Context: an optimization exercise on an open-source flow, tuned for small area. The choices shown serve that exercise and are no tape-out recipe. At most, simulation tests tie the RTL to the original design; equivalence was not proved. Function not checked in runs 1 to 3: the RTL went through the layout flow alone. Power is estimated from default activity; no workload was simulated.

`flow/design.v`:
```
module ada_rx (
    input  wire        clk,
    input  wire        rst,         
    input  wire        in_valid,
    input  wire [7:0]  in_data,
    output wire        in_ready,
    output wire        out_valid,
    input  wire        out_ready,
    output wire [1:0]  out_kind,    
    output wire [31:0] out_data,
    output wire        out_last
);
    localparam [2:0] SEEK_MARKER  = 3'd0,
                     READ_NAME    = 3'd1,
                     READ_LENGTH  = 3'd2,
                     READ_PAYLOAD = 3'd3,
                     READ_CRC     = 3'd4;
    localparam [2:0] ERR_NONE          = 3'h0,
                     ERR_CRC           = 3'h1,
                     ERR_OVERSIZE      = 3'h2,
                     ERR_UNKNOWN_NAME  = 3'h3,
                     ERR_NAME_TOO_LONG = 3'h4,
                     ERR_RESYNC        = 3'h5,
                     ERR_MALFORMED     = 3'h6,
                     ERR_ALLOC         = 3'h7;
    localparam [1:0] KIND_ERR  = 2'd1,
                     KIND_HDR  = 2'd2,
                     KIND_WORD = 2'd3;
    localparam [31:0] CRC_RESIDUE = 32'hDEBB20E3;
    function [31:0] crc_update(input [31:0] c_in, input [7:0] d);
        integer k;
        reg [31:0] c;
        begin
            c = c_in ^ {24'd0, d};
            for (k = 0; k < 8; k = k + 1)
                c = c[0] ? ((c >> 1) ^ 32'hEDB88320) : (c >> 1);
            crc_update = c;
        end
    endfunction
    reg [2:0]  phase;
    reg [1:0]  mk;             
    reg [7:0]  i;              
    reg        cand;           
    reg [3:0]  name_id;
    reg [7:0]  plen;           
    reg        f_over;         
    reg        f_mid;          
    reg [4:0]  w0s;            
    reg        fb_ok;          
    reg [31:0] crc;
    reg [4:0]  p;              
    reg [7:0]  ring0 [0:31];
    reg [7:0]  ring1 [0:31];
    reg [7:0]  ring2 [0:31];
    reg [7:0]  ring3 [0:31];
    reg        o_busy;
    reg        rd;             
    reg [1:0]  o_kind;
    reg [31:0] o_data;
    reg        o_last;
    wire [7:0] b = in_data;
    wire [4:0] tgt = i[4:0] + i[6:2];      
    wire       slot = (p == tgt);
    assign in_ready  = !o_busy && !rd &&
                       (phase != READ_PAYLOAD || i == 8'd0 || slot);
    assign out_valid = o_busy;
    assign out_kind  = o_kind;
    assign out_data  = o_data;
    assign out_last  = o_last;
    wire take = in_valid && in_ready;
    wire marker_hit = (mk == 2'd3) && (b == 8'h41);
    reg [1:0] mk_next;
    always @* begin
        if (marker_hit)
            mk_next = 2'd0;
        else if ((mk == 2'd0 && b == 8'h7E) || (mk == 2'd1 && b == 8'h41) ||
                 (mk == 2'd2 && b == 8'h44))
            mk_next = mk + 2'd1;
        else if (b == 8'h7E)
            mk_next = 2'd1;
        else
            mk_next = 2'd0;
    end
    reg [6:0] nm_exp;
    always @* begin
        case ({name_id, i[3:0]})
            {4'd0, 4'd2}: nm_exp = 7'h74;
            {4'd0, 4'd3}: nm_exp = 7'h43;
            {4'd0, 4'd4}: nm_exp = 7'h6F;
            {4'd0, 4'd5}: nm_exp = 7'h6C;
            {4'd0, 4'd6}: nm_exp = 7'h6F;
            {4'd0, 4'd7}: nm_exp = 7'h72;
            {4'd0, 4'd8}: nm_exp = 7'h00;
            {4'd1, 4'd1}: nm_exp = 7'h72;
            {4'd1, 4'd2}: nm_exp = 7'h65;
            {4'd1, 4'd3}: nm_exp = 7'h61;
            {4'd1, 4'd4}: nm_exp = 7'h74;
            {4'd1, 4'd5}: nm_exp = 7'h68;
            {4'd1, 4'd6}: nm_exp = 7'h65;
            {4'd1, 4'd7}: nm_exp = 7'h00;
            {4'd2, 4'd1}: nm_exp = 7'h72;
            {4'd2, 4'd2}: nm_exp = 7'h61;
            {4'd2, 4'd3}: nm_exp = 7'h64;
            {4'd2, 4'd4}: nm_exp = 7'h69;
            {4'd2, 4'd5}: nm_exp = 7'h65;
            {4'd2, 4'd6}: nm_exp = 7'h6E;
            {4'd2, 4'd7}: nm_exp = 7'h74;
            {4'd2, 4'd8}: nm_exp = 7'h00;
            {4'd3, 4'd1}: nm_exp = 7'h6F;
            {4'd3, 4'd2}: nm_exp = 7'h76;
            {4'd3, 4'd3}: nm_exp = 7'h69;
            {4'd3, 4'd4}: nm_exp = 7'h6E;
            {4'd3, 4'd5}: nm_exp = 7'h67;
            {4'd3, 4'd6}: nm_exp = 7'h47;
            {4'd3, 4'd7}: nm_exp = 7'h72;
            {4'd3, 4'd8}: nm_exp = 7'h61;
            {4'd3, 4'd9}: nm_exp = 7'h64;
            {4'd3, 4'd10}: nm_exp = 7'h69;
            {4'd3, 4'd11}: nm_exp = 7'h65;
            {4'd3, 4'd12}: nm_exp = 7'h6E;
            {4'd3, 4'd13}: nm_exp = 7'h74;
            {4'd3, 4'd14}: nm_exp = 7'h00;
            {4'd4, 4'd1}: nm_exp = 7'h72;
            {4'd4, 4'd2}: nm_exp = 7'h6F;
            {4'd4, 4'd3}: nm_exp = 7'h73;
            {4'd4, 4'd4}: nm_exp = 7'h73;
            {4'd4, 4'd5}: nm_exp = 7'h46;
            {4'd4, 4'd6}: nm_exp = 7'h61;
            {4'd4, 4'd7}: nm_exp = 7'h64;
            {4'd4, 4'd8}: nm_exp = 7'h65;
            {4'd4, 4'd9}: nm_exp = 7'h00;
            {4'd5, 4'd1}: nm_exp = 7'h61;
            {4'd5, 4'd2}: nm_exp = 7'h69;
            {4'd5, 4'd3}: nm_exp = 7'h6E;
            {4'd5, 4'd4}: nm_exp = 7'h62;
            {4'd5, 4'd5}: nm_exp = 7'h6F;
            {4'd5, 4'd6}: nm_exp = 7'h77;
            {4'd5, 4'd7}: nm_exp = 7'h00;
            {4'd6, 4'd2}: nm_exp = 7'h72;
            {4'd6, 4'd3}: nm_exp = 7'h65;
            {4'd6, 4'd4}: nm_exp = 7'h00;
            {4'd7, 4'd1}: nm_exp = 7'h77;
            {4'd7, 4'd2}: nm_exp = 7'h69;
            {4'd7, 4'd3}: nm_exp = 7'h6E;
            {4'd7, 4'd4}: nm_exp = 7'h6B;
            {4'd7, 4'd5}: nm_exp = 7'h6C;
            {4'd7, 4'd6}: nm_exp = 7'h65;
            {4'd7, 4'd7}: nm_exp = 7'h00;
            {4'd8, 4'd1}: nm_exp = 7'h65;
            {4'd8, 4'd2}: nm_exp = 7'h75;
            {4'd8, 4'd3}: nm_exp = 7'h72;
            {4'd8, 4'd4}: nm_exp = 7'h61;
            {4'd8, 4'd5}: nm_exp = 7'h6C;
            {4'd8, 4'd6}: nm_exp = 7'h44;
            {4'd8, 4'd7}: nm_exp = 7'h72;
            {4'd8, 4'd8}: nm_exp = 7'h6F;
            {4'd8, 4'd9}: nm_exp = 7'h70;
            {4'd8, 4'd10}: nm_exp = 7'h00;
            {4'd9, 4'd1}: nm_exp = 7'h61;
            {4'd9, 4'd2}: nm_exp = 7'h74;
            {4'd9, 4'd3}: nm_exp = 7'h65;
            {4'd9, 4'd4}: nm_exp = 7'h72;
            {4'd9, 4'd5}: nm_exp = 7'h44;
            {4'd9, 4'd6}: nm_exp = 7'h72;
            {4'd9, 4'd7}: nm_exp = 7'h6F;
            {4'd9, 4'd8}: nm_exp = 7'h70;
            {4'd9, 4'd9}: nm_exp = 7'h00;
            {4'd10, 4'd4}: nm_exp = 7'h74;
            {4'd10, 4'd5}: nm_exp = 7'h52;
            {4'd10, 4'd6}: nm_exp = 7'h61;
            {4'd10, 4'd7}: nm_exp = 7'h69;
            {4'd10, 4'd8}: nm_exp = 7'h6E;
            {4'd10, 4'd9}: nm_exp = 7'h00;
            {4'd11, 4'd3}: nm_exp = 7'h70;
            {4'd11, 4'd4}: nm_exp = 7'h52;
            {4'd11, 4'd5}: nm_exp = 7'h61;
            {4'd11, 4'd6}: nm_exp = 7'h69;
            {4'd11, 4'd7}: nm_exp = 7'h6E;
            {4'd11, 4'd8}: nm_exp = 7'h00;
            {4'd12, 4'd4}: nm_exp = 7'h75;
            {4'd12, 4'd5}: nm_exp = 7'h73;
            {4'd12, 4'd6}: nm_exp = 7'h00;
            {4'd13, 4'd1}: nm_exp = 7'h6E;
            {4'd13, 4'd2}: nm_exp = 7'h63;
            {4'd13, 4'd3}: nm_exp = 7'h6F;
            {4'd13, 4'd4}: nm_exp = 7'h64;
            {4'd13, 4'd5}: nm_exp = 7'h65;
            {4'd13, 4'd6}: nm_exp = 7'h64;
            {4'd13, 4'd7}: nm_exp = 7'h42;
            {4'd13, 4'd8}: nm_exp = 7'h75;
            {4'd13, 4'd9}: nm_exp = 7'h66;
            {4'd13, 4'd10}: nm_exp = 7'h66;
            {4'd13, 4'd11}: nm_exp = 7'h65;
            {4'd13, 4'd12}: nm_exp = 7'h72;
            {4'd13, 4'd13}: nm_exp = 7'h00;
            {4'd14, 4'd2}: nm_exp = 7'h6C;
            {4'd14, 4'd3}: nm_exp = 7'h6C;
            {4'd14, 4'd4}: nm_exp = 7'h42;
            {4'd14, 4'd5}: nm_exp = 7'h75;
            {4'd14, 4'd6}: nm_exp = 7'h66;
            {4'd14, 4'd7}: nm_exp = 7'h66;
            {4'd14, 4'd8}: nm_exp = 7'h65;
            {4'd14, 4'd9}: nm_exp = 7'h72;
            {4'd14, 4'd10}: nm_exp = 7'h00;
            {4'd15, 4'd2}: nm_exp = 7'h65;
            {4'd15, 4'd3}: nm_exp = 7'h65;
            {4'd15, 4'd4}: nm_exp = 7'h64;
            {4'd15, 4'd5}: nm_exp = 7'h54;
            {4'd15, 4'd6}: nm_exp = 7'h65;
            {4'd15, 4'd7}: nm_exp = 7'h73;
            {4'd15, 4'd8}: nm_exp = 7'h74;
            {4'd15, 4'd9}: nm_exp = 7'h00;
            default: nm_exp = 7'h00;
        endcase
    end
    reg       nm_ok;
    reg [3:0] nm_rep;
    always @* begin
        nm_ok  = (b == {1'b0, nm_exp});
        nm_rep = name_id;
        if (i[3:0] == 4'd0) begin
            nm_ok = 1'b1;
            case (b)
                8'h42: nm_rep = 4'd1;
                8'h43: nm_rep = 4'd4;
                8'h45: nm_rep = 4'd13;
                8'h46: nm_rep = 4'd6;
                8'h47: nm_rep = 4'd2;
                8'h4D: nm_rep = 4'd3;
                8'h4E: nm_rep = 4'd8;
                8'h52: nm_rep = 4'd5;
                8'h53: nm_rep = 4'd0;
                8'h54: nm_rep = 4'd7;
                8'h57: nm_rep = 4'd9;
                default: nm_ok = 1'b0;
            endcase
        end
        if (name_id == 4'd0 && i[3:0] == 4'd1) begin
            nm_ok = 1'b1;
            case (b)
                8'h65: nm_rep = 4'd0;
                8'h70: nm_rep = 4'd15;
                8'h74: nm_rep = 4'd10;
                default: nm_ok = 1'b0;
            endcase
        end
        if (name_id == 4'd6 && i[3:0] == 4'd1) begin
            nm_ok = 1'b1;
            case (b)
                8'h69: nm_rep = 4'd6;
                8'h75: nm_rep = 4'd14;
                default: nm_ok = 1'b0;
            endcase
        end
        if (name_id == 4'd10 && i[3:0] == 4'd2) begin
            nm_ok = 1'b1;
            case (b)
                8'h61: nm_rep = 4'd10;
                8'h6F: nm_rep = 4'd11;
                default: nm_ok = 1'b0;
            endcase
        end
        if (name_id == 4'd10 && i[3:0] == 4'd3) begin
            nm_ok = 1'b1;
            case (b)
                8'h72: nm_rep = 4'd10;
                8'h74: nm_rep = 4'd12;
                default: nm_ok = 1'b0;
            endcase
        end
        nm_ok = nm_ok && cand && (i[7:4] == 4'd0);
    end
    wire name_known = nm_ok;
    wire [5:0] n = plen[7:2];              
    wire n0 = (n == 6'd0), n1 = (n == 6'd1), n2 = (n == 6'd2),
         n3 = (n == 6'd3), n4 = (n == 6'd4);
    wire ge1 = !n0, ge2 = ge1 && !n1, ge3 = ge2 && !n2;
    reg fits;
    always @* begin
        case (name_id)
            4'd0:  fits = ge2;                  
            4'd1:  fits = n3;                   
            4'd2:  fits = ge3;                  
            4'd3:  fits = ge3;                  
            4'd4:  fits = ge1;                  
            4'd5:  fits = n2;                   
            4'd6:  fits = n3;                   
            4'd7:  fits = n4;                   
            4'd8:  fits = n1;                   
            4'd9:  fits = n3;                   
            4'd10: fits = n2;                   
            4'd11: fits = n0;                   
            4'd12: fits = n0;                   
            4'd13: fits = ge3 && n[0];          
            4'd14: fits = ge3 && fb_ok;         
            default: fits = n0;                 
        endcase
    end
    wire malformed = (plen[1:0] != 2'd0) || !fits;
    wire [31:0] cur_word = {b, ring2[0], ring1[1], ring0[2]};
    wire [4:0]  cur_sat  = (|cur_word[31:5]) ? 5'd31 : cur_word[4:0];
    wire [9:0]  fb_prod  = w0s * cur_sat;
    wire [5:0]  fb_m     = plen[7:2] - 6'd3;
    wire [31:0] crc_next = crc_update(crc, b);
    reg       ev;
    reg [2:0] ev_code;
    always @* begin
        ev      = 1'b0;
        ev_code = ERR_NONE;
        if (marker_hit) begin
            if (phase != SEEK_MARKER) begin
                ev = 1'b1; ev_code = ERR_RESYNC;
            end
        end else begin
            case (phase)
                READ_NAME:
                    if (b == 8'h00) begin
                        if (!name_known) begin
                            ev = 1'b1; ev_code = ERR_UNKNOWN_NAME;
                        end
                    end else if (i[5]) begin
                        ev = 1'b1; ev_code = ERR_NAME_TOO_LONG;
                    end
                READ_LENGTH:
                    if (i[1:0] == 2'd3) begin
                        if (b != 8'd0 || f_over) begin
                            ev = 1'b1; ev_code = ERR_OVERSIZE;
                        end else if (f_mid || (plen[7] && plen[6:0] != 7'd0)) begin
                            ev = 1'b1; ev_code = ERR_ALLOC;
                        end
                    end
                READ_CRC:
                    if (i[1:0] == 2'd3) begin
                        ev = 1'b1;
                        if (crc_next != CRC_RESIDUE)
                            ev_code = ERR_CRC;
                        else if (malformed)
                            ev_code = ERR_MALFORMED;
                    end
                default: ;
            endcase
        end
    end
    wire wr = take && (phase == READ_PAYLOAD);
    integer q;
    always @(posedge clk) begin
        for (q = 1; q < 32; q = q + 1) begin
            ring0[q] <= ring0[q-1];
            ring1[q] <= ring1[q-1];
            ring2[q] <= ring2[q-1];
            ring3[q] <= ring3[q-1];
        end
        ring0[0] <= (wr && i[1:0] == 2'd0) ? b : ring0[31];
        ring1[0] <= (wr && i[1:0] == 2'd1) ? b : ring1[31];
        ring2[0] <= (wr && i[1:0] == 2'd2) ? b : ring2[31];
        ring3[0] <= (wr && i[1:0] == 2'd3) ? b : ring3[31];
    end
    always @(posedge clk) begin
        if (phase != READ_PAYLOAD && phase != READ_CRC)
            crc <= 32'hFFFFFFFF;
        else if (take)
            crc <= crc_next;
        if (wr && i == 8'd0)
            p <= 5'd1;
        else
            p <= p + 5'd1;
        if (rst) begin
            phase  <= SEEK_MARKER;
            mk     <= 2'd0;
            o_busy <= 1'b0;
            rd     <= 1'b0;
            p      <= 5'd0;
        end else begin
            if (o_busy && out_ready)
                o_busy <= 1'b0;
            if (rd && !o_busy && slot) begin
                o_busy <= 1'b1;
                o_kind <= KIND_WORD;
                o_data <= {ring3[28], ring2[29], ring1[30], ring0[31]};
                o_last <= (i[7:2] + 6'd1 == plen[7:2]);
                if (i[7:2] + 6'd1 == plen[7:2])
                    rd <= 1'b0;
                i      <= i + 8'd4;
            end
            if (take) begin
                mk <= mk_next;
                if (ev) begin
                    o_busy <= 1'b1;
                    if (ev_code != ERR_NONE) begin
                        o_kind <= KIND_ERR;
                        o_data <= {29'd0, ev_code};
                        o_last <= 1'b1;
                    end else begin
                        o_kind <= KIND_HDR;
                        o_data <= {18'd0, plen[7:2], 4'd0, name_id};
                        o_last <= (plen == 8'd0);
                        rd     <= (plen != 8'd0);
                    end
                end
                if (marker_hit || ev) begin
                    i     <= 8'd0;
                    cand  <= 1'b1;
                    name_id <= 4'd0;
                    phase <= marker_hit ? READ_NAME : SEEK_MARKER;
                end else begin
                    case (phase)
                        READ_NAME:
                            if (b == 8'h00) begin
                                name_id <= nm_rep;
                                i       <= 8'd0;
                                phase   <= READ_LENGTH;
                            end else begin
                                cand    <= nm_ok;
                                name_id <= nm_rep;
                                i    <= i + 8'd1;
                            end
                        READ_LENGTH: begin
                            i <= i + 8'd1;
                            case (i[1:0])
                                2'd0: plen <= b;
                                2'd1: begin
                                    f_over <= ({b, plen} > 16'd50000);
                                    f_mid  <= (b != 8'd0);
                                end
                                2'd2: f_over <= f_over || (b != 8'd0);
                                default: begin
                                    i     <= 8'd0;
                                    phase <= (plen == 8'd0) ? READ_CRC : READ_PAYLOAD;
                                end
                            endcase
                        end
                        READ_PAYLOAD: begin
                            if (i == 8'd3)
                                w0s <= cur_sat;
                            if (i == 8'd7)
                                fb_ok <= (fb_prod == {4'd0, fb_m});
                            i <= i + 8'd1;
                            if (i + 8'd1 == plen) begin
                                i     <= 8'd0;
                                phase <= READ_CRC;
                            end
                        end
                        READ_CRC:
                            i <= i + 8'd1;
                        default: ;
                    endcase
                end
            end
        end
    end
endmodule
```
`flow/run.sh`:
```
#!/bin/bash
# synth_recipe.tcl (not shown) runs the flow's synth.tcl, then flattens the netlist and writes it again
# the make line also repeats each setting of config.mk as NAME=value (left out here)
make -C /OpenROAD-flow-scripts/flow DESIGN_CONFIG=/design/flow/config.mk WORK_HOME=/design/flow/orfs CLKGATE_MAP_FILE= SYNTH_SCRIPT=/design/flow/synth_recipe.tcl finish
```
`flow/config.mk`:
```
export PLATFORM = sky130hd
export DESIGN_NAME = ada_rx
export DESIGN_NICKNAME = ada_rx
export VERILOG_FILES = /design/flow/design.v
export SDC_FILE = /design/flow/constraint.sdc
export NUM_CORES = 4
export LEC_CHECK = 0
export ABC_AREA = 1
export CAP_MARGIN = 20
export CORE_MARGIN = 2
export CORE_UTILIZATION = 70
export CTS_BUF_LIST = sky130_fd_sc_hd__clkbuf_8
export CTS_CLUSTER_SIZE = 30
export PLACE_DENSITY = 0.78
export SLEW_MARGIN = 20
```
`flow/constraint.sdc`:
```
create_clock -name core_clock -period 14.0 [get_ports {clk}]
set_input_delay 2.8000 -clock core_clock [delete_from_list [all_inputs] [get_ports {clk}]]
set_output_delay 2.8000 -clock core_clock [all_outputs]
set_load 0.01 [all_outputs]
```
==> impl_metrics.json, run 1 <==
{
  "hold_viol": 0,
  "endpoint": "fb_ok",
  "first_pass_iters": 13,
  "io_pins": 49,
  "grt_max_degree": 59,
  "yosys.cell_types.count": 54,
  "status": "timing/DRC/antenna clean",
  "drc_errors": 0,
  "ant_nets": 0,
  "synth_nets": 2618,
  "cp.depth": 25,
  "gr-total-overflow": 0,
  "post-route-min-period_ns": 9.39,
  "endpoint_kind": "register",
  "reg2regPathDepth": 20,
  "initial_core_util_pct": 71.2,
  "synth_compound_area_share_pct": 4.31,
  "synth_async_sr_flop_share_pct": 0,
  "first_iter_violations": 2689,
  "io_buffer_count": 48,
  "synth_top_area_share_pct": 69.4,
  "ctsResizeCount": 0,
  "synthTopCellsByArea": "dfxtp_1, edfxtp_1, nand2_1, ha_1, xor2_1",
  "die_y_um": 214,
  "slowest_stage": "nor4_2",
  "synth_edf_count": 64,
  "synthToLayoutAreaGrowth_pct": 13.5,
  "clkPwrFrac_pct": 40.5,
  "synth_area_um2": 30800,
  "r2r-start": "ring2[0][2]",
  "dp_hpwl_um": 46800,
  "place_congestion": 0.950,
  "core_area_um2": 43300,
  "clkLatencyLatePin_ns": 0.83,
  "synth-main-ff-cell": "dfxtp_1",
  "rsz0062_at_grt": "no",
  "viasPerCell": 5.85,
  "multiInputGateArea_um2": 6650,
  "ys_seq_area_share_pct": 75.6,
  "hold_buffers": 0,
  "synth_simple_gate_area_share_pct": 10.7,
  "cts_sinks": 1132,
  "cp-startpoint": "in_data[3]",
  "reg2reg_to": "fb_ok",
  "ff2ff_setup_slack_ns": 7.41,
  "cts_tree": "yes",
  "final_layout_size_suffix_gt1_share_pct": 9.88,
  "synth.area.mux_share_pct": 0,
  "ir_drop_mv": 0.150,
  "comb_power_share_pct": 7.2,
  "path_class": "primary input to register",
  "cts-root-buf": "clkbuf_8",
  "p_sw_mw": 1.64,
  "p_int_mw": 4.72,
  "post_drt_wl_per_cell_um": 25.1,
  "synth_cells": 2542,
  "synth_area_leader_cell": "dfxtp_1",
  "period_share_pct": 67.1,
  "nFillCells": 1940,
  "cp_top_family": "simple AND/OR/NAND/NOR gates",
  "ys.warnings.count": 5,
  "cp-start-kind": "primary input",
  "avgSynthCellArea_um2": 12.1,
  "max_stage_delay_ns": 0.66,
  "wirelength_um": 85200,
  "grt_pass1_vias": 20600,
  "p_leak_nw": 14.9,
  "crit_path_frequent_cell": "inv_1",
  "ctsLongestPathBuffers": 3,
  "drv_cap": 0,
  "cp_num_buf_inv": 7,
  "cts_buffers": 154,
  "ys_seq_elements": 1132,
  "post-cts-setup-buffer-count": 0,
  "rows": 76,
  "htree_levels": 4,
  "grt_antenna_before_repair": 3,
  "final.setup_skew_ns": 0.0699,
  "hold_path_class": "register to register",
  "setup_viol": 0,
  "switching_share_pct": 25.7,
  "p_total_mw": 6.36,
  "report.final.slew_viol_count": 0,
  "tns_ns": 0,
  "cp.required_ns": 14.64,
  "slew_headroom_pct": 28.9,
  "regArea_um2": 23300,
  "clk_pin_slew_ns": 0.06,
  "grt_usage_pct": 38.6,
  "synth_top_family_by_area": "simple AND/OR/NAND/NOR gates",
  "nets": 2775,
  "grt_pass1_wl_um": 128000,
  "die_area_um2": 45700,
  "synth-xor-area-share_pct": 3.70,
  "p_per_area_nw_per_um2": 182,
  "vias": 19900,
  "crit_fanout": 8,
  "die-width_um": 214,
  "worstPathArrival_ns": 10.04,
  "worst_slew_pin_slew_ns": 1.06,
  "seqPwrFrac_pct": 52.3,
  "fmax_mhz": 106,
  "synthAdderAreaFrac_pct": 2.84
}
state kept, by name (all words and copies together) (netlist names), 3 cells and up:
register	count
w0s	5
ring1	256
p	5
ring3	256
ring2	256
o_data	32
name_id	4
i	8
phase	3
ring0	256
crc	32
plen	8
worst min path at each step:
stage                            start            to  slack [ns]  cells past startpoint
after floorplan            ring0[9][0]  ring0[10][0]        0.31                      0
after global placement    ring0[25][4]  ring0[26][4]        0.31                      0
after detailed placement   ring1[5][6]   ring1[6][6]        0.31                      0
after CTS                  ring3[0][1]   ring3[1][1]        0.30                      0
after global routing      ring1[21][2]  ring1[22][2]        0.31                      0
final                      ring3[0][1]   ring3[1][1]        0.30                      0
Yosys cell counts, types with 10 or more instances:
| cell type | instances |
|---|---|
| nand4_1 | 13 |
| clkbuf_1 | 33 |
| nand3_1 | 112 |
| nor4_1 | 12 |
| nand2_1 | 448 |
| edfxtp_1 | 64 |
| o211ai_1 | 26 |
| a21oi_1 | 64 |
| dfxtp_1 | 1068 |
| buf_2 | 23 |
| xnor2_1 | 43 |
| o21ai_0 | 93 |
| nor2_1 | 136 |
| nor3_1 | 25 |
| xor2_1 | 67 |
| or2_2 | 13 |
| ha_1 | 54 |
| inv_1 | 152 |
| fa_1 | 10 |
layer usage:
layer / routed length, um / share of wire, % / GRT usage, % / vias up
li1: - / - / - / 8495
met1: 30600 / 36 / 45.3 / 9306
met2: 39100 / 46 / 60.6 / 1561
met3: 9260 / 11 / 13.4 / 522
met4: 6240 / 7.3 / 25.2 / 2
met5: 15 / 0.018 / 0.216 / -
cell type report:
cell class	instances	share of cell area [%]
Tap cell	585	2.09
Antenna cell	2	0.0143
Timing Repair Buffer	60	1.62
Clock buffer	190	7.48
Multi-Input combinational cell	1192	19.0
Clock inverter	80	1.45
Inverter	159	1.71
Sequential cell	1132	66.6
cells by family (layout without fill, tap and decap cells):
kind of cell	count (synthesis)	in the layout
AO/OA/AOI/OAI	229	229
XOR/XNOR	118	118
adder cells (fa/ha/maj)	64	64
buffers and inverters	218	489
flip-flops	1132	1132
other	0	2
AND/OR/NAND/NOR	781	781
worst reg2reg max path, stage by stage, from the launching register on:
cell	delay (ns)
dfxtp_1	0.34
nor4_1	0.34
nand3_1	0.35
nor4_2	0.84
nand2_1	0.22
inv_1	0.27
nor2_1	0.12
fa_1	0.54
inv_1	0.07
fa_1	0.53
fa_1	0.58
inv_1	0.05
ha_1	0.36
xnor2_1	0.28
nor2_1	0.08
or2_2	0.28
a2111oi_0	0.40
o2111ai_1	0.27
a21oi_1	0.24
o2111ai_1	0.14
a21oi_1	0.13
power groups by stage:
stage                     clock (mW)  sequential [mW]  combinational [mW]
after floorplan                    0             3.38               0.281
after global placement             0             3.38               0.399
after detailed placement           0             3.39               0.415
after CTS                       2.59             3.32               0.434
after global routing            2.70             3.32               0.485
final                           2.58             3.32               0.459
placed cells by master (no fill, tap or decap), types with 11 or more instances in the layout:
cell	count
clkinv_2	11
a21oi_1	64
or2_2	13
nand2_1	448
nor4_1	12
o21ai_0	93
nor3_1	25
inv_1	205
o211ai_1	26
ha_1	54
edfxtp_1	64
nor2_1	135
buf_4	11
nand3_1	112
nand4_1	13
dfxtp_1	1068
xnor2_1	43
xor2_1	67
clkdlybuf4s50_1	48
clkbuf_8	190
through the flow:
step	setup WS (ns)	hold WS, ns	instance area (um^2)	utilization (%)	cells
after floorplan	6.19	0.310	30800	-	2542
after global placement	5.02	0.310	31800	73.6	3127
after detailed placement	4.53	0.312	31800	73.6	3127
after CTS	5.02	0.301	35000	80.8	3397
after global routing	4.48	0.315	35000	80.8	3398
final	4.61	0.303	35000	80.8	3400
==> inputs of run 2 (changes only) <==
--- a/flow/design.v
+++ b/flow/design.v
@@ -44,9 +44,6 @@
     reg [3:0]  name_id;
     reg [7:0]  plen;           
-    reg        f_over;         
-    reg        f_mid;          
-    reg [4:0]  w0s;            
+    reg [4:0]  aux;            
     reg        fb_ok;          
-    reg [31:0] crc;
     reg [4:0]  p;              
     reg [7:0]  ring0 [0:31];
@@ -57,5 +54,5 @@
     reg        rd;             
     reg [1:0]  o_kind;
-    reg [31:0] o_data;
+    reg [31:0] sr;             
     reg        o_last;
     wire [7:0] b = in_data;
@@ -66,5 +63,5 @@
     assign out_valid = o_busy;
     assign out_kind  = o_kind;
-    assign out_data  = o_data;
+    assign out_data  = sr;
     assign out_last  = o_last;
     wire take = in_valid && in_ready;
@@ -300,7 +297,7 @@
     wire [31:0] cur_word = {b, ring2[0], ring1[1], ring0[2]};
     wire [4:0]  cur_sat  = (|cur_word[31:5]) ? 5'd31 : cur_word[4:0];
-    wire [9:0]  fb_prod  = w0s * cur_sat;
+    wire [9:0]  fb_prod  = aux * cur_sat;
     wire [5:0]  fb_m     = plen[7:2] - 6'd3;
-    wire [31:0] crc_next = crc_update(crc, b);
+    wire [31:0] crc_next = crc_update(sr, b);
     reg       ev;
     reg [2:0] ev_code;
@@ -324,7 +321,7 @@
                 READ_LENGTH:
                     if (i[1:0] == 2'd3) begin
-                        if (b != 8'd0 || f_over) begin
+                        if (b != 8'd0 || aux[0]) begin
                             ev = 1'b1; ev_code = ERR_OVERSIZE;
-                        end else if (f_mid || (plen[7] && plen[6:0] != 7'd0)) begin
+                        end else if (aux[1] || (plen[7] && plen[6:0] != 7'd0)) begin
                             ev = 1'b1; ev_code = ERR_ALLOC;
                         end
@@ -357,8 +354,15 @@
     end
     always @(posedge clk) begin
-        if (phase != READ_PAYLOAD && phase != READ_CRC)
-            crc <= 32'hFFFFFFFF;
-        else if (take)
-            crc <= crc_next;
+        if (rd && !o_busy && slot)
+            sr <= {ring3[28], ring2[29], ring1[30], ring0[31]};
+        else if (take) begin
+            if (ev)
+                sr <= (ev_code != ERR_NONE) ? {29'd0, ev_code}
+                                            : {18'd0, plen[7:2], 4'd0, name_id};
+            else if (phase == READ_PAYLOAD || phase == READ_CRC)
+                sr <= crc_next;
+            else
+                sr <= 32'hFFFFFFFF;
+        end
         if (wr && i == 8'd0)
             p <= 5'd1;
@@ -377,5 +381,4 @@
                 o_busy <= 1'b1;
                 o_kind <= KIND_WORD;
-                o_data <= {ring3[28], ring2[29], ring1[30], ring0[31]};
                 o_last <= (i[7:2] + 6'd1 == plen[7:2]);
                 if (i[7:2] + 6'd1 == plen[7:2])
@@ -389,9 +392,7 @@
                     if (ev_code != ERR_NONE) begin
                         o_kind <= KIND_ERR;
-                        o_data <= {29'd0, ev_code};
                         o_last <= 1'b1;
                     end else begin
                         o_kind <= KIND_HDR;
-                        o_data <= {18'd0, plen[7:2], 4'd0, name_id};
                         o_last <= (plen == 8'd0);
                         rd     <= (plen != 8'd0);
@@ -420,8 +421,8 @@
                                 2'd0: plen <= b;
                                 2'd1: begin
-                                    f_over <= ({b, plen} > 16'd50000);
-                                    f_mid  <= (b != 8'd0);
+                                    aux[0] <= ({b, plen} > 16'd50000);
+                                    aux[1] <= (b != 8'd0);
                                 end
-                                2'd2: f_over <= f_over || (b != 8'd0);
+                                2'd2: aux[0] <= aux[0] || (b != 8'd0);
                                 default: begin
                                     i     <= 8'd0;
@@ -432,5 +433,5 @@
                         READ_PAYLOAD: begin
                             if (i == 8'd3)
-                                w0s <= cur_sat;
+                                aux <= cur_sat;
                             if (i == 8'd7)
                                 fb_ok <= (fb_prod == {4'd0, fb_m});
==> flow/flow/run.sh (new file) <==
#!/bin/bash
# The standard layout (standard.sh: ORFS synth .. finish, unchanged
# synthesis), with one change: clock tree synthesis uses smaller sink
# clusters driven by clkbuf_8 and no dummy loads, so the clock tree is
# smaller. ORFS's own per-step logs stay under orfs/logs/; make's output
# goes to make.log.
set -euo pipefail
export CTS_ARGS="-sink_clustering_enable -repair_clock_nets -dont_use_dummy_load -buf_list sky130_fd_sc_hd__clkbuf_8 -sink_clustering_size 16 -sink_clustering_max_diameter 60"
bash standard.sh > make.log 2>&1
==> flow/standard.sh (new file) <==
#!/bin/bash
# synth_recipe.tcl (not shown) runs the flow's synth.tcl, then flattens the netlist and writes it again
# the make line also repeats each setting of config.mk as NAME=value (left out here)
make -C /OpenROAD-flow-scripts/flow DESIGN_CONFIG=/design/flow/config.mk WORK_HOME=/design/flow/orfs CLKGATE_MAP_FILE= SYNTH_SCRIPT=/design/flow/synth_recipe.tcl "${@:-finish}"
--- a/flow/config.mk
+++ b/flow/config.mk
@@ -10,6 +10,4 @@
 export CORE_MARGIN = 2
 export CORE_UTILIZATION = 70
-export CTS_BUF_LIST = sky130_fd_sc_hd__clkbuf_8
-export CTS_CLUSTER_SIZE = 30
 export PLACE_DENSITY = 0.78
 export SLEW_MARGIN = 20
removed: flow/run.sh
==> run 2 against run 1 <==
  * Synthesized cell count is 2.8% lower
  * First-iteration DRC count is 13% lower
  * Flip-flop and latch count is 34 lower
  * Still clean
  * Critical path type unchanged
  * Final cell count is 8.6% lower
  * Largest cell class unchanged
  * Area after synthesis is 2.9% lower
  * Sequential power is 5% lower
==> impl_metrics.json, run 2 <==
{
  "tns_ns": 0,
  "grt_antenna_before_repair": 5,
  "post_drt_wl_per_cell_um": 25.7,
  "wirelength_um": 79900,
  "met3_usage_pct": 9.59,
  "post-cts-setup-buffer-count": 0,
  "use_met2_pct": 58.4,
  "htree_levels": 3,
  "cts-root-buf": "clkbuf_8",
  "synth_most_common_cell": "dfxtp_1",
  "endpoint_kind": "register",
  "first_iter_violations": 2343,
  "post-route-min-period_ns": 9.31,
  "grt_pass1_vias": 18900,
  "cp.required_ns": 14.53,
  "synthToLayoutAreaGrowth_pct": 7.10,
  "ir_drop_mv": 0.143,
  "design_area_um2": 32000,
  "cp_top_family": "simple AND/OR/NAND/NOR gates",
  "max_stage_delay_ns": 0.56,
  "report.final.slew_viol_count": 0,
  "path_class": "primary input to register",
  "ys.warnings.count": 5,
  "status": "timing/DRC/antenna clean",
  "place_congestion": 0.973,
  "drc_errors": 0,
  "synth_nets": 2546,
  "grt_use_met1_pct": 43.9,
  "top_usage_layer": "met2",
  "die_y_um": 211,
  "grt_max_degree": 43,
  "hold_viol": 0,
  "crit_fanout": 7,
  "period_share_pct": 66.5,
  "dpl_cell_area_um2": 30900,
  "layout_commonest_cell": "dfxtp_1",
  "synth_top_area_share_pct": 69.3,
  "dp_hpwl_um": 52900,
  "final.setup_skew_ns": 0.0895,
  "worstPathArrival_ns": 9.84,
  "ctsResizeCount": 0,
  "io_pins": 49,
  "vias": 18400,
  "core_area_um2": 42000,
  "hold_path_class": "register to register",
  "cts_sinks": 1098,
  "ctsLongestPathBuffers": 3,
  "grt_pass1_wl_um": 118000,
  "synth_area_leader_cell": "dfxtp_1",
  "viasPerCell": 5.91,
  "ys_seq_area_share_pct": 75.6,
  "slew_headroom_pct": 27.4,
  "gr-total-overflow": 0,
  "grt_usage_pct": 36.5,
  "synth_edf_count": 62,
  "initial_core_util_pct": 71.1,
  "ys_seq_elements": 1098,
  "io_buffer_count": 48,
  "synth_async_sr_flop_share_pct": 0,
  "worst_slew_pin_slew_ns": 1.08,
  "clkLatencyLatePin_ns": 0.72,
  "p_leak_nw": 13.3,
  "setup_viol": 0,
  "nets": 2643,
  "rows": 75,
  "crit_path_frequent_cell": "inv_1",
  "drv_cap": 0,
  "avgSynthCellArea_um2": 12.1,
  "final_util_pct": 76.2,
  "synth_cells": 2470,
  "synthTopCellsByCount": "dfxtp_1, nand2_1, inv_1",
  "die-width_um": 211,
  "final_layout_size_suffix_gt1_share_pct": 5.69,
  "synthTopCellsByArea": "dfxtp_1, edfxtp_1, nand2_1, ha_1, xor2_1",
  "ant_nets": 0,
  "cts_tree": "yes",
  "synth_area_um2": 29900,
  "p_per_area_nw_per_um2": 147,
  "cts_buffers": 79,
  "die_area_um2": 44400,
  "final_cell_mix": "dfxtp_1, nand2_1, inv_1",
  "slowest_stage": "clkdlybuf4s50_1",
  "first_pass_iters": 7,
  "fmax_mhz": 107,
  "clk_pin_slew_ns": 0.11,
  "rsz0062_at_grt": "no",
  "hold_buffers": 0,
  "yosys.cell_types.count": 55,
  "synth-main-ff-cell": "dfxtp_1",
  "cp_num_buf_inv": 7,
  "cp-start-kind": "primary input"
}
## run 2: changes by cell type in the layout (fill, tap and decap cells not counted), moves of 9 or more
cell	previous run	this run
clkbuf_8	190	79
inv_1	205	157
dfxtp_1	1068	1036
o21ai_0	93	124
nand2_1	448	418
a21oi_1	64	38
o211ai_1	26	6
xnor2_1	43	26
nor2_1	135	147
or2_2	13	1
clkinv_2	11	0
xor2_1	67	77
inv_2	6	15
## run 2: logic make-up (layout without fill, tap and decap cells)
family	after synthesis	after routing	synth area share (%)
flops	1098	1098	75.6
simple gates	762	762	10.9
compound gates	217	217	4.05
buf+inv	217	312	2.90
xor+xnor	112	112	3.62
fa+ha+maj	64	64	2.93
other cells	0	2	0
## run 2: path summary, 6_finish.rpt
path                start           end  depth (start not counted)  slack [ns]
min          ring3[23][5]  ring3[24][5]                          0        0.30
max            in_data[2]         fb_ok                         25        4.69
max reg2reg   ring2[0][2]         fb_ok                         20        7.59
min reg2reg  ring3[23][5]  ring3[24][5]                          0        0.30
## run 2: stage by stage
step / total power [mW] / setup WS, ns / std cells / hold WS (ns)
6_report: 4.71 / 4.69 / 3106 / 0.295
5_1_grt: 4.81 / 4.39 / 3105 / 0.305
4_1_cts: 4.71 / 4.94 / 3104 / 0.288
3_5_place_dp: 3.37 / 4.55 / 3025 / 0.312
3_3_place_gp: 3.36 / 5.21 / 3025 / 0.310
2_1_floorplan: 3.32 / 6.53 / 2470 / 0.310
## run 2: layout make-up
class                      instances  area, um^2
multi-input combinational       1155        6450
inverter                         174         653
fill                            2223       10000
timing repair buffer              59         563
clock buffer                      79        1090
antenna                            2        5.00
sequential                      1098       22600
tap                              539         674
## run 2: where the power goes
part,switching (mW),internal (mW)
Combinational,0.106,0.0442
Sequential,0.00358,3.15
Clock,0.903,0.508
## run 2: per-layer routing
| metal | wire (um) | vias up |
|---|---|---|
| met5 | 0 | - |
| li1 | - | 8003 |
| met4 | 6260 | 0 |
| met2 | 36500 | 1245 |
| met3 | 8250 | 455 |
| met1 | 28900 | 8657 |
==> inputs of run 3 (changes only) <==
--- a/flow/design.v
+++ b/flow/design.v
@@ -44,6 +44,5 @@
     reg [3:0]  name_id;
     reg [7:0]  plen;           
-    reg [4:0]  aux;            
-    reg        fb_ok;          
+    reg [1:0]  fl;             
     reg [4:0]  p;              
     reg [7:0]  ring0 [0:31];
@@ -290,12 +289,14 @@
             4'd12: fits = n0;                   
             4'd13: fits = ge3 && n[0];          
-            4'd14: fits = ge3 && fb_ok;         
+            4'd14: fits = ge3 && fl[0];         
             default: fits = n0;                 
         endcase
     end
     wire malformed = (plen[1:0] != 2'd0) || !fits;
-    wire [31:0] cur_word = {b, ring2[0], ring1[1], ring0[2]};
-    wire [4:0]  cur_sat  = (|cur_word[31:5]) ? 5'd31 : cur_word[4:0];
-    wire [9:0]  fb_prod  = aux * cur_sat;
+    wire [31:0] fb_w1 = {b, ring2[0], ring1[1], ring0[2]};
+    wire [31:0] fb_w0 = {ring3[4], ring2[5], ring1[6], ring0[7]};
+    wire [4:0]  fb_s0 = (|fb_w0[31:5]) ? 5'd31 : fb_w0[4:0];    
+    wire [4:0]  fb_s1 = (|fb_w1[31:5]) ? 5'd31 : fb_w1[4:0];
+    wire [9:0]  fb_prod = fb_s0 * fb_s1;
     wire [5:0]  fb_m     = plen[7:2] - 6'd3;
     wire [31:0] crc_next = crc_update(sr, b);
@@ -321,7 +322,7 @@
                 READ_LENGTH:
                     if (i[1:0] == 2'd3) begin
-                        if (b != 8'd0 || aux[0]) begin
+                        if (b != 8'd0 || fl[0]) begin
                             ev = 1'b1; ev_code = ERR_OVERSIZE;
-                        end else if (aux[1] || (plen[7] && plen[6:0] != 7'd0)) begin
+                        end else if (fl[1] || (plen[7] && plen[6:0] != 7'd0)) begin
                             ev = 1'b1; ev_code = ERR_ALLOC;
                         end
@@ -421,8 +422,8 @@
                                 2'd0: plen <= b;
                                 2'd1: begin
-                                    aux[0] <= ({b, plen} > 16'd50000);
-                                    aux[1] <= (b != 8'd0);
+                                    fl[0] <= ({b, plen} > 16'd50000);
+                                    fl[1] <= (b != 8'd0);
                                 end
-                                2'd2: aux[0] <= aux[0] || (b != 8'd0);
+                                2'd2: fl[0] <= fl[0] || (b != 8'd0);
                                 default: begin
                                     i     <= 8'd0;
@@ -432,8 +433,6 @@
                         end
                         READ_PAYLOAD: begin
-                            if (i == 8'd3)
-                                aux <= cur_sat;
                             if (i == 8'd7)
-                                fb_ok <= (fb_prod == {4'd0, fb_m});
+                                fl[0] <= (fb_prod == {4'd0, fb_m});
                             i <= i + 8'd1;
                             if (i + 8'd1 == plen) begin
--- a/flow/flow/run.sh
+++ b/flow/flow/run.sh
@@ -6,4 +6,4 @@
 # goes to make.log.
 set -euo pipefail
-export CTS_ARGS="-sink_clustering_enable -repair_clock_nets -dont_use_dummy_load -buf_list sky130_fd_sc_hd__clkbuf_8 -sink_clustering_size 16 -sink_clustering_max_diameter 60"
+export CTS_ARGS="-sink_clustering_enable -repair_clock_nets -dont_use_dummy_load -buf_list sky130_fd_sc_hd__clkbuf_8 -sink_clustering_size 12 -sink_clustering_max_diameter 50"
 bash standard.sh > make.log 2>&1
--- a/flow/config.mk
+++ b/flow/config.mk
@@ -9,5 +9,5 @@
 export CAP_MARGIN = 20
 export CORE_MARGIN = 2
-export CORE_UTILIZATION = 70
-export PLACE_DENSITY = 0.78
+export CORE_UTILIZATION = 55
+export PLACE_DENSITY = 0.65
 export SLEW_MARGIN = 20
==> run 3 against run 2 <==
  * Final cell count rose by 6.7%
  * Largest cell class unchanged
  * Clock skew down 0.0084 ns
  * Setup slack better by 0.93 ns
  * First-iteration DRC count shrank 54%
  * Register-to-register slack improved by 0.56 ns
  * Critical path type unchanged
  * Clock power increased by 12%
==> impl_metrics.json, run 3 <==
{
  "die_y_um": 237,
  "ant_nets": 0,
  "cts_buffers": 106,
  "final_cell_mix": "dfxtp_1, nand2_1, inv_1",
  "hold_viol": 0,
  "slew_headroom_pct": 37.5,
  "status": "timing/DRC/antenna clean",
  "drv_cap": 0,
  "htree_levels": 3,
  "synth_area_leader_cell": "dfxtp_1",
  "cp_top_family": "simple AND/OR/NAND/NOR gates",
  "io_pins": 49,
  "synth_most_common_cell": "dfxtp_1",
  "clkLatencyLatePin_ns": 0.69,
  "worstPathArrival_ns": 8.83,
  "ir_drop_mv": 0.139,
  "grt_pass1_wl_um": 98700,
  "synth_top_area_share_pct": 69.5,
  "dp_hpwl_um": 43800,
  "io_buffer_count": 48,
  "yosys.cell_types.count": 56,
  "cp_num_buf_inv": 5,
  "final.setup_skew_ns": 0.0811,
  "initial_core_util_pct": 55.6,
  "grt_antenna_before_repair": 2,
  "period_share_pct": 59.8,
  "ctsLongestPathBuffers": 3,
  "grt_max_degree": 50,
  "synthToLayoutAreaGrowth_pct": 8.85,
  "synth_area_um2": 29900,
  "setup_viol": 0,
  "avgSynthCellArea_um2": 11.9,
  "die_area_um2": 56200,
  "layout_commonest_cell": "dfxtp_1",
  "ys.warnings.count": 5,
  "hold_path_class": "register to register",
  "grt_pass1_vias": 16800,
  "rsz0062_at_grt": "no",
  "max_stage_delay_ns": 0.74,
  "cp-start-kind": "primary input",
  "rows": 85,
  "ys_seq_elements": 1094,
  "gr-total-overflow": 0,
  "viasPerCell": 5.01,
  "p_leak_nw": 13.5,
  "die-width_um": 237,
  "hold_buffers": 0,
  "final_layout_size_suffix_gt1_share_pct": 6.27,
  "tns_ns": 0,
  "crit_fanout": 10,
  "path_class": "primary input to register",
  "slowest_stage": "nor4_1",
  "synth_edf_count": 58,
  "p_per_area_nw_per_um2": 149,
  "grt_usage_pct": 23.2,
  "synthTopCellsByArea": "dfxtp_1, edfxtp_1, nand2_1, ha_1, inv_1",
  "post-route-min-period_ns": 8.37,
  "ys_seq_area_share_pct": 75.3,
  "first_pass_iters": 7,
  "cts_tree": "yes",
  "synth_async_sr_flop_share_pct": 0,
  "synth_cells": 2502,
  "post_drt_wl_per_cell_um": 19.4,
  "reg2regPathDepth": 17,
  "place_congestion": 0.964,
  "worstHoldPathCells": 0,
  "final_util_pct": 60.5,
  "cp.required_ns": 14.46,
  "vias": 16600,
  "endpoint_kind": "register",
  "nets": 2693,
  "clk_pin_slew_ns": 0.08,
  "synth_nets": 2578,
  "worst_slew_pin_slew_ns": 0.928,
  "synthTopCellsByCount": "dfxtp_1, nand2_1, inv_1",
  "drc_errors": 0,
  "wirelength_um": 64300,
  "nFillCells": 4212,
  "cp.depth": 22,
  "core_area_um2": 53700,
  "fmax_mhz": 119,
  "ctsResizeCount": 0,
  "cts_sinks": 1094,
  "cts-root-buf": "clkbuf_8",
  "post-cts-setup-buffer-count": 0,
  "synth-main-ff-cell": "dfxtp_1",
  "crit_path_frequent_cell": "inv_1",
  "report.final.slew_viol_count": 0,
  "first_iter_violations": 1089,
  "cp_cell_sequence": "clkdlybuf4s50_1, nor2_1, inv_1, nor3_1, inv_1, nor4_1, inv_1, nor4_1, nand2_1, nand2_1, fa_1, inv_1, fa_1, fa_1, ha_1, nand2_1, o21ai_0, xor2_1, o2111ai_1, nor4_1, o21ai_0, o41ai_1"
}
==> run 3: changes by cell type in the layout (fill, tap and decap cells not counted), sizes merged, moves of 3 or more <==
cell | before | now
nand2 | 433 | 451
a221oi | 4 | 0
nor4 | 11 | 18
xnor2 | 32 | 37
a21oi | 39 | 50
o211ai | 6 | 1
or2 | 1 | 6
nor2 | 153 | 150
edfxtp | 62 | 58
nand3 | 115 | 106
clkbuf | 79 | 106
xor2 | 80 | 69
a211o | 0 | 3
inv | 172 | 186
==> run 3: worst register-to-register path, stage by stage (launching register included) <==
cell	delay, ns
dfxtp_1	0.33
nor4_1	0.52
nand3_1	0.34
nor4_1	0.88
nand2_1	0.29
nand2_1	0.16
fa_1	0.42
inv_1	0.10
fa_1	0.42
fa_1	0.49
ha_1	0.36
nand2_1	0.06
o21ai_0	0.27
xor2_1	0.18
o2111ai_1	0.12
nor4_1	0.18
o21ai_0	0.13
o41ai_1	0.35
==> run 3: area by class of cell <==
cell class / count / area, um^2 / share of cell area [%]
Clock buffer: 106 / 1460 / 4.49
Sequential cell: 1094 / 22500 / 69.2
Timing Repair Buffer: 58 / 556 / 1.71
Antenna cell: 2 / 5.00 / 0.0154
Multi-Input combinational cell: 1170 / 6420 / 19.8
Inverter: 187 / 702 / 2.16
Tap cell: 696 / 871 / 2.68
==> run 3: logic make-up (layout without fill, tap and decap cells) <==
family | count (synthesis) | after routing | synth area share, %
xor gates and xnor gates | 106 | 106 | 3.32
adders and majority gates | 64 | 64 | 2.93
other | 0 | 2 | 0
AOI/OAI and AO/OA | 219 | 219 | 4.08
buffers and inverters | 238 | 351 | 3.19
DFF | 1094 | 1094 | 75.3
and+or+nand+nor | 781 | 781 | 11.2
==> run 3: through the flow <==
step | hold slack [ns] | worst slack (ns) | power, mW | std cells | cell area [um^2]
2_1_floorplan | 0.310 | 6.54 | 3.31 | 2502 | 29900
3_3_place_gp | 0.309 | 5.09 | 3.35 | 3205 | 31000
3_5_place_dp | 0.312 | 4.81 | 3.35 | 3205 | 31000
4_1_cts | 0.261 | 5.54 | 4.91 | 3311 | 32500
5_1_grt | 0.287 | 5.05 | 5.04 | 3313 | 32500
6_report | 0.286 | 5.63 | 4.86 | 3313 | 32500
==> run 3: report_power, final <==
part           leakage (nW)  switching [mW]  internal [mW]  total [mW]
Clock                 0.762           0.906          0.671        1.58
Combinational          3.96          0.0936         0.0436       0.137
Sequential             8.80         0.00554           3.14        3.14
Total                  13.5            1.00           3.85        4.86
==> run 3: path summary, 6_finish.rpt <==
path                start      endpoint  slack [ns]
min          ring0[25][7]  ring0[26][7]        0.29
min reg2reg  ring0[25][7]  ring0[26][7]        0.29
max reg2reg   ring2[0][2]         fl[0]        8.15
max            in_data[3]         fl[0]        5.63
==> run 3: routing by layer <==
layer,GRT usage (%),up-vias,share of wire [%]
met2,38.1,466,47
met5,0,-,0.020
li1,-,8110,-
met1,30.9,7885,45
met3,4.02,145,4.6
met4,9.05,2,3.5
==> inputs of run 4 (changes only) <==
--- a/flow/design.v
+++ b/flow/design.v
@@ -58,4 +58,6 @@
     wire [4:0] tgt = i[4:0] + i[6:2];      
     wire       slot = (p == tgt);
+    wire [7:0] i_inc = i + (rd ? 8'd4 : 8'd1);
+    wire       i_end = (i_inc == plen);
     assign in_ready  = !o_busy && !rd &&
                        (phase != READ_PAYLOAD || i == 8'd0 || slot);
@@ -298,7 +300,9 @@
     wire [4:0]  fb_s0 = (|fb_w0[31:5]) ? 5'd31 : fb_w0[4:0];    
     wire [4:0]  fb_s1 = (|fb_w1[31:5]) ? 5'd31 : fb_w1[4:0];
-    wire [9:0]  fb_prod = fb_s0 * fb_s1;
+    wire [9:0]  fb_prod = ({10{fb_s1[0]}} & {5'd0, fb_s0}) + ({10{fb_s1[1]}} & {4'd0, fb_s0, 1'b0}) +
+                          ({10{fb_s1[2]}} & {3'd0, fb_s0, 2'b0}) + ({10{fb_s1[3]}} & {2'd0, fb_s0, 3'b0}) +
+                          ({10{fb_s1[4]}} & {1'd0, fb_s0, 4'b0});
     wire [5:0]  fb_m     = plen[7:2] - 6'd3;
-    wire [31:0] crc_next = crc_update(sr, b);
+    wire [31:0] crc_next = ~crc_update(~sr, b);
     reg       ev;
     reg [2:0] ev_code;
@@ -331,5 +335,5 @@
                     if (i[1:0] == 2'd3) begin
                         ev = 1'b1;
-                        if (crc_next != CRC_RESIDUE)
+                        if (crc_next != ~CRC_RESIDUE)
                             ev_code = ERR_CRC;
                         else if (malformed)
@@ -354,16 +358,14 @@
         ring3[0] <= (wr && i[1:0] == 2'd3) ? b : ring3[31];
     end
+    wire ld_word = rd && !o_busy && slot;
+    wire sel_crc = take && !ev && (phase == READ_PAYLOAD || phase == READ_CRC);
+    wire sel_err = take && ev && (ev_code != ERR_NONE);
+    wire sel_hdr = take && ev && (ev_code == ERR_NONE);
     always @(posedge clk) begin
-        if (rd && !o_busy && slot)
-            sr <= {ring3[28], ring2[29], ring1[30], ring0[31]};
-        else if (take) begin
-            if (ev)
-                sr <= (ev_code != ERR_NONE) ? {29'd0, ev_code}
-                                            : {18'd0, plen[7:2], 4'd0, name_id};
-            else if (phase == READ_PAYLOAD || phase == READ_CRC)
-                sr <= crc_next;
-            else
-                sr <= 32'hFFFFFFFF;
-        end
+        if (ld_word || take)
+            sr <= ({32{ld_word}} & {ring3[28], ring2[29], ring1[30], ring0[31]}) |
+                  ({32{sel_crc}} & crc_next) |
+                  ({32{sel_err}} & {29'd0, ev_code}) |
+                  ({32{sel_hdr}} & {18'd0, plen[7:2], 4'd0, name_id});
         if (wr && i == 8'd0)
             p <= 5'd1;
@@ -379,11 +381,11 @@
             if (o_busy && out_ready)
                 o_busy <= 1'b0;
-            if (rd && !o_busy && slot) begin
+            if (ld_word) begin
                 o_busy <= 1'b1;
                 o_kind <= KIND_WORD;
-                o_last <= (i[7:2] + 6'd1 == plen[7:2]);
-                if (i[7:2] + 6'd1 == plen[7:2])
+                o_last <= i_end;
+                if (i_end)
                     rd <= 1'b0;
-                i      <= i + 8'd4;
+                i      <= i_inc;
             end
             if (take) begin
@@ -415,8 +417,8 @@
                                 cand    <= nm_ok;
                                 name_id <= nm_rep;
-                                i    <= i + 8'd1;
+                                i    <= i_inc;
                             end
                         READ_LENGTH: begin
-                            i <= i + 8'd1;
+                            i <= i_inc;
                             case (i[1:0])
                                 2'd0: plen <= b;
@@ -435,6 +437,6 @@
                             if (i == 8'd7)
                                 fl[0] <= (fb_prod == {4'd0, fb_m});
-                            i <= i + 8'd1;
-                            if (i + 8'd1 == plen) begin
+                            i <= i_inc;
+                            if (i_end) begin
                                 i     <= 8'd0;
                                 phase <= READ_CRC;
@@ -442,5 +444,5 @@
                         end
                         READ_CRC:
-                            i <= i + 8'd1;
+                            i <= i_inc;
                         default: ;
                     endcase
==> flow/flow/run.sh (replaced) <==
#!/bin/bash
# The standard layout (standard.sh: ORFS synth .. finish, with the
# standard synthesis unchanged), with two changes made through ORFS's own
# variables:
#  - port buffers are buf_1 instead of the default choice;
#  - clock tree synthesis uses small sink clusters driven by clkbuf_4 and
#    no dummy loads, so the clock tree is smaller.
# ORFS's per-step logs stay under orfs/logs/; make's output goes to make.log.
set -euo pipefail
export BUFFER_PORTS_ARGS="-inputs -outputs -buffer_cell sky130_fd_sc_hd__buf_1"
export CTS_ARGS="-sink_clustering_enable -repair_clock_nets -dont_use_dummy_load -buf_list sky130_fd_sc_hd__clkbuf_4 -sink_clustering_size 9 -sink_clustering_max_diameter 40"
bash standard.sh > make.log 2>&1
==> run 4 against run 3 <==
  * Hold slack lost 0.035 ns
  * Flip-flop and latch count is the same
  * Via count shrank 1.8%
  * Routed wire length shrank 2.0%
  * Combinational power grew to 7.4 times the previous value
  * Fmax grew 8.4%
  * Setup slack gained 0.65 ns
==> impl_metrics.json, run 4 <==
{
  "place_congestion": 0.950,
  "drv_cap": 0,
  "post-route-min-period_ns": 7.73,
  "final_layout_size_suffix_gt1_share_pct": 7.75,
  "final.setup.worst_slack_ns": 6.27,
  "io_buffer_count": 48,
  "final.setup_skew_ns": 0.128,
  "crit_fanout": 8,
  "cp.required_ns": 14.75,
  "min_from": "ring3[29][2]",
  "first_pass_iters": 6,
  "reg2regPathDepth": 18,
  "first_iter_violations": 1134,
  "ant_nets": 0,
  "synth_cells": 2372,
  "worstPathArrival_ns": 8.47,
  "core_area_um2": 52700,
  "io_pins": 49,
  "synth_async_sr_flop_share_pct": 0,
  "ys_seq_area_share_pct": 76.7,
  "status": "timing/DRC/antenna clean",
  "clkLatencyLatePin_ns": 0.94,
  "grt_pass1_vias": 16500,
  "hold_path_class": "register to register",
  "synth_edf_count": 58,
  "setup_viol": 0,
  "ctsResizeCount": 0,
  "initial_core_util_pct": 55.6,
  "rsz0062_at_grt": "no",
  "synthToLayoutAreaGrowth_pct": 7.13,
  "grt_max_degree": 46,
  "post_drt_wl_per_cell_um": 19.5,
  "hold_viol": 0,
  "r2r-start": "ring3[4][1]",
  "nets": 2615,
  "p_per_area_nw_per_um2": 180,
  "synth_most_common_cell": "dfxtp_1",
  "htree_levels": 4,
  "worst_slew_pin_slew_ns": 1.07,
  "post-place-ws_ns": 5.39,
  "path_class": "primary input to register",
  "cts_tree": "yes",
  "cp-startpoint": "in_data[3]",
  "cp.depth": 23,
  "slew_headroom_pct": 28.6,
  "synthTopCellsByCount": "dfxtp_1, nand2_1, inv_1",
  "cts-root-buf": "clkbuf_4",
  "grt_pass1_wl_um": 96600,
  "cp_num_buf_inv": 5,
  "multiInputGateArea_um2": 5990,
  "slowest_stage": "nor4_1",
  "tns_ns": 0,
  "post-cts-setup-buffer-count": 0,
  "gr-total-overflow": 0,
  "grt_antenna_before_repair": 4,
  "nFillCells": 4291,
  "hold_ws_ns": 0.251,
  "report.final.slew_viol_count": 0,
  "vias": 16300,
  "worstHoldPathCells": 0,
  "synth-main-ff-cell": "dfxtp_1",
  "cp_top_family": "adder cells",
  "cp-start-kind": "primary input",
  "dp_hpwl_um": 44700,
  "ys.warnings.count": 5,
  "wirelength_um": 63000,
  "avgSynthCellArea_um2": 12.4,
  "synth_top_area_share_pct": 70.8,
  "synthTopCellsByArea": "dfxtp_1, edfxtp_1, nand2_1, inv_1, ha_1",
  "drc_errors": 0,
  "period_share_pct": 55.2,
  "viasPerCell": 5.05,
  "p_total_mw": 5.65,
  "layout_commonest_cell": "dfxtp_1",
  "cts_sinks": 1094,
  "hold_buffers": 0,
  "grt_usage_pct": 23.3,
  "synth_area_leader_cell": "dfxtp_1",
  "cp_cell_sequence": "buf_1, nor2_1, inv_1, nor3_1, inv_1, nor4_1, inv_1, nor4_1, nand2_1, nand2_1, inv_1, fa_1, fa_1, fa_1, ha_1, fa_1, a21oi_1, nor2_1, nor2_1, xor2_1, o221ai_1, nor4_1, a32o_1",
  "rows": 84,
  "fmax_mhz": 129,
  "endpoint_kind": "register",
  "ctsLongestPathBuffers": 3,
  "p_leak_nw": 13.1,
  "die-width_um": 235,
  "cts_buffers": 148,
  "ir_drop_mv": 0.125,
  "synth_area_um2": 29300,
  "ys_seq_elements": 1094,
  "max_stage_delay_ns": 0.63,
  "clk_pin_slew_ns": 0.09,
  "synth_nets": 2443,
  "die_area_um2": 55100,
  "die_y_um": 235,
  "regArea_um2": 22500,
  "yosys.cell_types.count": 50,
  "final_cell_mix": "dfxtp_1, nand2_1, inv_1"
}
-- run 4: layout make-up --
class / instances / area share, %
Multi-Input combinational cell: 1064 / 19.1
Tap cell: 688 / 2.74
Inverter: 177 / 2.12
Sequential cell: 1094 / 71.6
Antenna cell: 3 / 0.0239
Timing Repair Buffer: 59 / 0.837
Clock buffer: 148 / 3.54
-- run 4: path summary, 6_finish.rpt --
| path | slack, ns | end |
|---|---|---|
| setup / recovery | 6.27 | fl[0] |
| hold / removal | 0.25 | ring3[30][2] |
| setup reg to reg | 8.30 | fl[0] |
| hold reg to reg | 0.25 | ring3[30][2] |
-- run 4: cell families after synthesis --
family	share of synthesized area [%]
compound gates	3.43
buf+inv	2.84
mux	0.115
xor+xnor	3.64
fa+ha+maj	2.83
simple gates	10.4
flops	76.7
-- run 4: report_power, final --
| part | internal [mW] | total (mW) | leakage [nW] | switching [mW] |
|---|---|---|---|---|
| clock | 0.486 | 1.36 | 0.681 | 0.877 |
| combinational | 0.299 | 1.01 | 3.50 | 0.716 |
| sequential | 3.21 | 3.27 | 8.92 | 0.0602 |
-- run 4: per-stage QoR --
stage | cells | util [%] | cell area (um^2)
final | 3233 | 59.6 | 31400
after global routing | 3232 | 59.6 | 31400
after CTS | 3230 | 59.6 | 31400
after detailed placement | 3082 | 57.5 | 30300
after global placement | 3082 | 57.5 | 30300
after floorplan | 2372 | - | 29300
-- run 4: routing by layer --
layer / global-route usage, % / vias to the layer above / share of wire [%]
li1: - / 7905 / -
met1: 32.5 / 7689 / 46
met2: 35.3 / 595 / 44
met5: 0 / - / 0.016
met4: 8.63 / 2 / 2.8
met3: 5.64 / 124 / 7.3
-- run 4: worst register-to-register path: cells and delay by family, from the launching register on --
family	cells	cell delay, ns
adders and majority gates	5	2.12
and+or+nand+nor	8	2.34
DFF	1	0.34
buffers and inverters	1	0.06
xor gates and xnor gates	1	0.17
AOI/OAI and AO/OA	3	0.51
==> inputs of run 5 (changes only) <==
==> flow/flow/run.sh (replaced) <==
#!/bin/bash
# The standard layout (standard.sh: ORFS synth .. finish, with the
# standard synthesis unchanged), with two changes made through ORFS's own
# variables:
#  - port buffers are buf_1 instead of the default choice;
#  - clock tree synthesis uses small sink clusters driven by clkbuf_8 and
#    no dummy loads, so the clock tree is smaller.
# ORFS's per-step logs stay under orfs/logs/; make's output goes to make.log.
set -euo pipefail
export BUFFER_PORTS_ARGS="-inputs -outputs -buffer_cell sky130_fd_sc_hd__buf_1"
export CTS_ARGS="-sink_clustering_enable -repair_clock_nets -dont_use_dummy_load -buf_list sky130_fd_sc_hd__clkbuf_8 -sink_clustering_size 14 -sink_clustering_max_diameter 50"
bash standard.sh > make.log 2>&1
==> run 5 against run 4 <==
  * Highest routed layer unchanged
  * Non-clock buffer count is the same
  * Critical endpoint unchanged
  * Hold slack gained 0.029 ns
  * Sequential share of layout area shrank 0.38 points
  * Clock skew shrank 0.040 ns
  * Critical path type unchanged
  * Clock power grew 8%
  * Routed wire length grew 2.2%
  * Final cell count shrank 1.7%
  * Core utilization grew 0.32 points
  * Global-route usage grew 0.19 points
  * Die area is the same
  * Fmax shrank 3.3%
==> impl_metrics.json, run 5 <==
{
  "final_layout_size_suffix_gt1_share_pct": 5.71,
  "place_congestion": 0.950,
  "die_y_um": 235,
  "synth_cells": 2372,
  "ir_drop_mv": 0.162,
  "worstPathArrival_ns": 8.50,
  "crit_fanout": 8,
  "rsz0062_at_grt": "no",
  "die-width_um": 235,
  "placedCellCount": 3082,
  "vias": 16000,
  "ys_seq_elements": 1094,
  "synth_edf_count": 58,
  "io_pins": 49,
  "tns_ns": 0,
  "wirelength_um": 64400,
  "cp.depth": 23,
  "grt_usage_pct": 23.5,
  "worst_slew_pin_slew_ns": 1.05,
  "viasPerCell": 5.04,
  "cp_cell_sequence": "buf_1, nor2_1, inv_1, nor3_1, inv_1, nor4_1, inv_1, nor4_1, nand2_1, nand2_1, inv_1, fa_1, fa_1, fa_1, ha_1, fa_1, a21oi_1, nor2_1, nor2_1, xor2_1, o221ai_1, nor4_1, a32o_1",
  "cts-root-buf": "clkbuf_8",
  "r2r-start": "i[1]",
  "grt_max_degree": 46,
  "synth_area_leader_cell": "dfxtp_1",
  "rows": 84,
  "synthToLayoutAreaGrowth_pct": 7.70,
  "hold_ws_ns": 0.280,
  "drc_errors": 0,
  "nFillCells": 4172,
  "p_leak_nw": 13.1,
  "post-cts-setup-buffer-count": 0,
  "htree_levels": 3,
  "synthTopCellsByArea": "dfxtp_1, edfxtp_1, nand2_1, inv_1, ha_1",
  "dp_hpwl_um": 44700,
  "cp_num_buf_inv": 5,
  "avgSynthCellArea_um2": 12.4,
  "p_total_mw": 5.76,
  "slew_headroom_pct": 29.5,
  "period_share_pct": 57.0,
  "clk_pin_slew_ns": 0.08,
  "gr-total-overflow": 0,
  "endpoint": "fl[0]",
  "grt_pass1_vias": 16300,
  "path_class": "primary input to register",
  "synth_area_um2": 29300,
  "hold_path_class": "register to register",
  "grt_pass1_wl_um": 97800,
  "reg2regPathDepth": 28,
  "drv_cap": 0,
  "hold_viol": 0,
  "nets": 2560,
  "synth_async_sr_flop_share_pct": 0,
  "final_cell_mix": "dfxtp_1, nand2_1, inv_1",
  "reg2reg_to": "plen[7]",
  "cp-startpoint": "in_data[3]",
  "cp-start-kind": "primary input",
  "ctsResizeCount": 0,
  "initial_core_util_pct": 55.6,
  "status": "timing/DRC/antenna clean",
  "fmax_mhz": 125,
  "yosys.cell_types.count": 50,
  "endpoint_kind": "register",
  "core_area_um2": 52700,
  "ys_seq_area_share_pct": 76.7,
  "final_util_pct": 59.9,
  "max_stage_delay_ns": 0.64,
  "slowest_stage": "nor4_1",
  "first_pass_iters": 5,
  "grt_antenna_before_repair": 3,
  "post_drt_wl_per_cell_um": 20.3,
  "ys.warnings.count": 5,
  "ant_nets": 0,
  "synth-main-ff-cell": "dfxtp_1",
  "report.final.slew_viol_count": 0,
  "final.setup_skew_ns": 0.0884,
  "p_per_area_nw_per_um2": 182,
  "ctsLongestPathBuffers": 3,
  "hold_buffers": 0,
  "cp.required_ns": 14.51,
  "setup_viol": 0,
  "io_buffer_count": 48,
  "post-route-min-period_ns": 7.99,
  "cts_buffers": 93,
  "layout_commonest_cell": "dfxtp_1",
  "synthTopCellsByCount": "dfxtp_1, nand2_1, inv_1",
  "ff2ff_setup_slack_ns": 8.38,
  "synth_most_common_cell": "dfxtp_1",
  "synth_top_area_share_pct": 70.8,
  "synth_nets": 2443,
  "clkLatencyLatePin_ns": 0.69,
  "cts_tree": "yes",
  "first_iter_violations": 1097,
  "cts_sinks": 1094,
  "die_area_um2": 55100,
  "cp_top_family": "adder cells",
  "stdcell_count": 3177
}
-- run 5: cell counts after synthesis --
Identical to the previous run, type by type.
-- run 5: worst min-delay path by stage --
stage	start	to	slack, ns	cells past startpoint
3_3_place_gp	ring3[18][7]	ring3[19][7]	0.31	0
4_1_cts	ring2[30][3]	ring2[31][3]	0.27	0
3_5_place_dp	ring1[7][4]	ring1[8][4]	0.31	0
2_1_floorplan	ring0[9][0]	ring0[10][0]	0.31	0
5_1_grt	ring2[30][3]	ring2[31][3]	0.28	0
6_report	ring1[20][7]	ring1[21][7]	0.28	0
-- run 5: power breakdown --
group / leakage (nW) / internal (mW) / switching [mW]
clock: 0.669 / 0.592 / 0.881
sequential: 8.92 / 3.21 / 0.0608
combinational: 3.50 / 0.299 / 0.718
total: 13.1 / 4.10 / 1.66
-- run 5: cell families after synthesis --
family | synth area share (%)
AOI/OAI and AO/OA | 3.43
buffers and inverters | 2.84
xor gates and xnor gates | 3.64
muxes | 0.115
and+or+nand+nor | 10.4
DFF | 76.7
adders and majority gates | 2.83
-- run 5: layout make-up --
type	count	area (um^2)	area share, %
multi-input cells	1064	5990	19.0
clock buffers	93	1280	4.06
diodes	2	5.00	0.0159
inverters	177	664	2.11
repair buffers	59	263	0.833
well taps	688	861	2.73
flip-flops and latches	1094	22500	71.3
-- run 5: per-stage QoR --
step / instance area (um^2) / setup WS, ns
floorplan: 29300 / 6.49
global placement: 30300 / 5.54
detailed placement: 30300 / 5.39
CTS: 31500 / 6.07
global route: 31500 / 5.58
finish: 31500 / 6.01
-- run 5: routing by layer --
metal	up-vias	global-route usage [%]	wire [um]
li1	7745	-	-
met1	7599	32.8	29500
met2	539	36.7	29000
met3	125	4.46	4010
met4	2	8.29	1870
met5	-	0	8

port drivers added, routing unchanged:
The results above use ideal ports. As a check the final layouts listed here were re-extracted and re-timed, cells and wires unchanged.
Step 1 sets driving cells, clkbuf_16 on the clock port and buf_2 on the other inputs (assumed; they add their load-dependent delay and slew).
Step 2, shift: input delay + t, output delay - t, t = (earliest + latest rising clock arrival at the registers) / 2. This alone moves slack from input paths to output paths.
Three values: ideal ports, drivers, drivers and shift; two values: the first two.
run | shift t [ns] | slack for setup (ns)
run 1 | 0.852 | 4.606 / 4.643 / 3.791
run 2 | 0.734 | 4.692 / 4.724 / 3.989
run 3 | 0.716 | 5.626 / 5.625 / 4.909
run 4 | 0.921 | 6.274 / 6.273 / 5.352
run 5 | 0.709 | 6.014 / 6.010 / 5.301
After both steps setup and hold are still met in every run listed.
